Source: an optimization exercise on an open RTL-to-GDS flow (aim: small area). Production flows keep margins and buffers that such runs may drop.
RTL that was checked went through simulation tests only; none was proved equivalent to the original.
Power is estimated from default activity; no workload was simulated.

// pjon_tx
module pjon_tx (
    input  wire        clk,
    input  wire        rst_n,           
    input  wire        start,
    input  wire        cfg_shared,
    input  wire        cfg_sender_info,
    input  wire        cfg_ack_request,
    input  wire        cfg_crc32,
    input  wire        tx_explicit,
    input  wire [15:0] tx_header,
    input  wire [7:0]  tx_dest,
    input  wire [31:0] tx_bus,
    input  wire [7:0]  device_id,
    input  wire [31:0] bus_id,
    input  wire [15:0] pay_len,
    input  wire        pay_valid,
    input  wire [7:0]  pay_data,
    output wire        pay_ready,
    output wire        out_valid,
    output wire [7:0]  out_data,
    output wire        out_last,
    input  wire        out_ready,
    input  wire        err_clr,
    output reg         busy,
    output reg         done,
    output wire [2:0]  result_code,
    output wire [31:0] result,
    output reg  [15:0] final_hdr,
    output wire [31:0] err_ctx,
    output reg         ev_error
);
For scale: ~870 cells after synthesis, ~230 I/O pins, about 8700 um2 of cells after synthesis.
clock: 12.0 ns
lec_check: 0
cap_margin: 5
core_margin: 2
core_utilization: 40
slew_margin: 5
standard.sh (not shown) runs the stock make flow with config.mk's settings and CLKGATE_MAP_FILE= SYNTH_SCRIPT=/design/flow/synth_recipe.tcl, a recipe that flattens the netlist after the stock synthesis.
==> flow/flow/run.sh <==
#!/bin/bash
# Standard layout with three changes:
#  - ABC maps the logic with an area-oriented script (flow/area.abc);
#  - the port buffers use the smallest buffer cell;
#  - CTS uses clkbuf_8 and adds no dummy loads.
set -euo pipefail
W=$(pwd)
export AREA_ABC_SCRIPT=$W/flow/area.abc
export FLOW_SYNTH_TCL=$W/synth_recipe.tcl
export SKIP_REPAIR_TIE_FANOUT=1
export BUFFER_PORTS_ARGS="-buffer_cell sky130_fd_sc_hd__buf_1"
export CTS_ARGS="-sink_clustering_enable -repair_clock_nets -dont_use_dummy_load -buf_list {sky130_fd_sc_hd__clkbuf_8}"
sed "s#SYNTH_SCRIPT=[^ ]*#SYNTH_SCRIPT=$W/flow/synth_wrap.tcl#" standard.sh > area_standard.sh
bash area_standard.sh > standard.log 2>&1
==> flow/flow/area.abc <==
strash
dch
amap
strash
dch -f
amap -F 20 -A 30
strash
dch -f
amap -F 20 -A 30
strash
dch -f
amap -F 20 -A 30
strash
dch -f
amap -F 20 -A 30
strash
dch -f
amap -F 20 -A 30
strash
dch -f
amap -F 20 -A 30
strash
dch -f
amap -F 20 -A 30
==> flow/flow/synth_wrap.tcl <==
# The standard synthesis (synth_recipe.tcl), with ABC's standard-cell
# mapping run from an area-oriented script instead of ORFS's speed script.
# ABC maps only the combinational logic: the registers are the same.
proc abc {args} {
  set i [lsearch -exact $args -script]
  if {$i >= 0} { lset args [expr {$i + 1}] $::env(AREA_ABC_SCRIPT) }
  yosys abc {*}$args
}
source $::env(FLOW_SYNTH_TCL)
The baseline completed with no timing, DRC or antenna violations.
Edit:
==> flow/flow/area.abc (replaced) <==
strash
dch
amap -F 20 -A 30
- CAP_MARGIN: 5 -> 20
- GPL_TIMING_DRIVEN: unset -> 0
- SLEW_MARGIN: 5 -> 20
=> Utilization went up by 1.2 points; setup slack is worse by 0.64 ns; clock-buffer cell count stays the same.
Edit:
==> flow/flow/area.abc (replaced) <==
strash
dch
amap
strash
dch -f
amap -F 20 -A 30
strash
dch -f
amap -F 20 -A 30
strash
dch -f
amap -F 20 -A 30
strash
dch -f
amap -F 20 -A 30
strash
dch -f
amap -F 20 -A 30
strash
dch -f
amap -F 20 -A 30
strash
dch -f
amap -F 20 -A 30
- GPL_TIMING_DRIVEN: 0 -> unset
=> The changed run finished with timing, DRC and antenna clean. Final area went down by 5.0%. Power went down by 0.79%. Worst setup slack improved by 0.60 ns. Maximum frequency went up by 5.7%. Via count went down by 3.8%. Clock power hardly moves.

* * *

Another version of the RTL of pjon_tx (not shown whole).
Size: ~940 cells after synthesis, roughly 9900 sq um of cells after synthesis.
==> flow/config.mk <==
export PLATFORM = sky130hd
export DESIGN_NAME = pjon_tx
export DESIGN_NICKNAME = pjon_tx
export VERILOG_FILES = /design/flow/design.v
export SDC_FILE = /design/flow/constraint.sdc
export NUM_CORES = 4
export LEC_CHECK = 0
export CAP_MARGIN = 20
export CORE_MARGIN = 2
export CORE_UTILIZATION = 40
export SLEW_MARGIN = 20
==> flow/constraint.sdc <==
create_clock -name core_clock -period 12.0 [get_ports {clk}]
set_input_delay 2.4000 -clock core_clock [delete_from_list [all_inputs] [get_ports {clk}]]
set_output_delay 2.4000 -clock core_clock [all_outputs]
set_load 0.01 [all_outputs]
==> flow/flow/run.sh <==
#!/bin/bash
# Standard layout; port buffers use the smallest buffer, and CTS adds no dummy loads.
set -euo pipefail
export BUFFER_PORTS_ARGS="-buffer_cell sky130_fd_sc_hd__buf_1"
export CTS_ARGS="-sink_clustering_enable -repair_clock_nets -dont_use_dummy_load -buf_list {sky130_fd_sc_hd__clkbuf_4 sky130_fd_sc_hd__clkbuf_8} -sink_clustering_size 10 -sink_clustering_max_diameter 60"
bash standard.sh > standard.log 2>&1
Next try:
==> flow/flow/run.sh (replaced) <==
#!/bin/bash
# Standard layout; port buffers use the smallest buffer, and CTS adds no dummy loads.
set -euo pipefail
export BUFFER_PORTS_ARGS="-buffer_cell sky130_fd_sc_hd__buf_1"
export CTS_ARGS="-sink_clustering_enable -repair_clock_nets -dont_use_dummy_load -buf_list {sky130_fd_sc_hd__clkbuf_8}"
bash standard.sh > standard.log 2>&1
Effect:
- The changed run went through all stages and came out clean
- count of clock-buffer cells in the layout stays the same
- total power does not change
- setup slack is unchanged
- global-route usage is unchanged
No functional check of the RTL was part of any run of this note.

what the ideal ports hide:
In the flow no input, the clock included, has a driving cell. The finished layouts below were timed again as built, in two steps.
Step 1 (the two cells are an assumption about what drives the block):
set clk [get_ports {clk}]
set_driving_cell -lib_cell sky130_fd_sc_hd__clkbuf_16 $clk
set_driving_cell -lib_cell sky130_fd_sc_hd__buf_2 [delete_from_list [all_inputs] $clk]
Step 2 adds t to the input delays and takes it off the output delays; t is the mean of the earliest and latest rising clock arrival at the registers after step 1. Input paths then give back, and output paths get back, about the clock's delay inside the block.
a / b / c = no drivers / after step 1 / after step 2; a / b = the first two.
| run | t (ns) | setup WS [ns] | worst hold slack (ns) |
|---|---|---|---|
| the first run of note 1 | 0.488 | 1.501 / 1.518 / 1.030 | 0.469 / 0.469 / 0.469 |
| the second run of note 1 | 0.495 | 0.862 / 0.882 / 0.386 | 0.474 / 0.474 / 0.474 |
| the third run of note 1 | 0.493 | 1.459 / 1.475 / 0.982 | 0.468 / 0.468 / 0.468 |
| the first run of note 2 | 0.485 | 2.626 / 2.643 / 2.158 | 0.473 / 0.473 / 0.473 |
| the second run of note 2 | 0.485 | 2.626 / 2.643 / 2.158 | 0.473 / 0.473 / 0.473 |
After both steps every run listed still meets setup and hold. For the third run of note 1, which loses most, drivers alone change the setup slack by +0.016 ns; drivers and shift together by -0.477 ns.
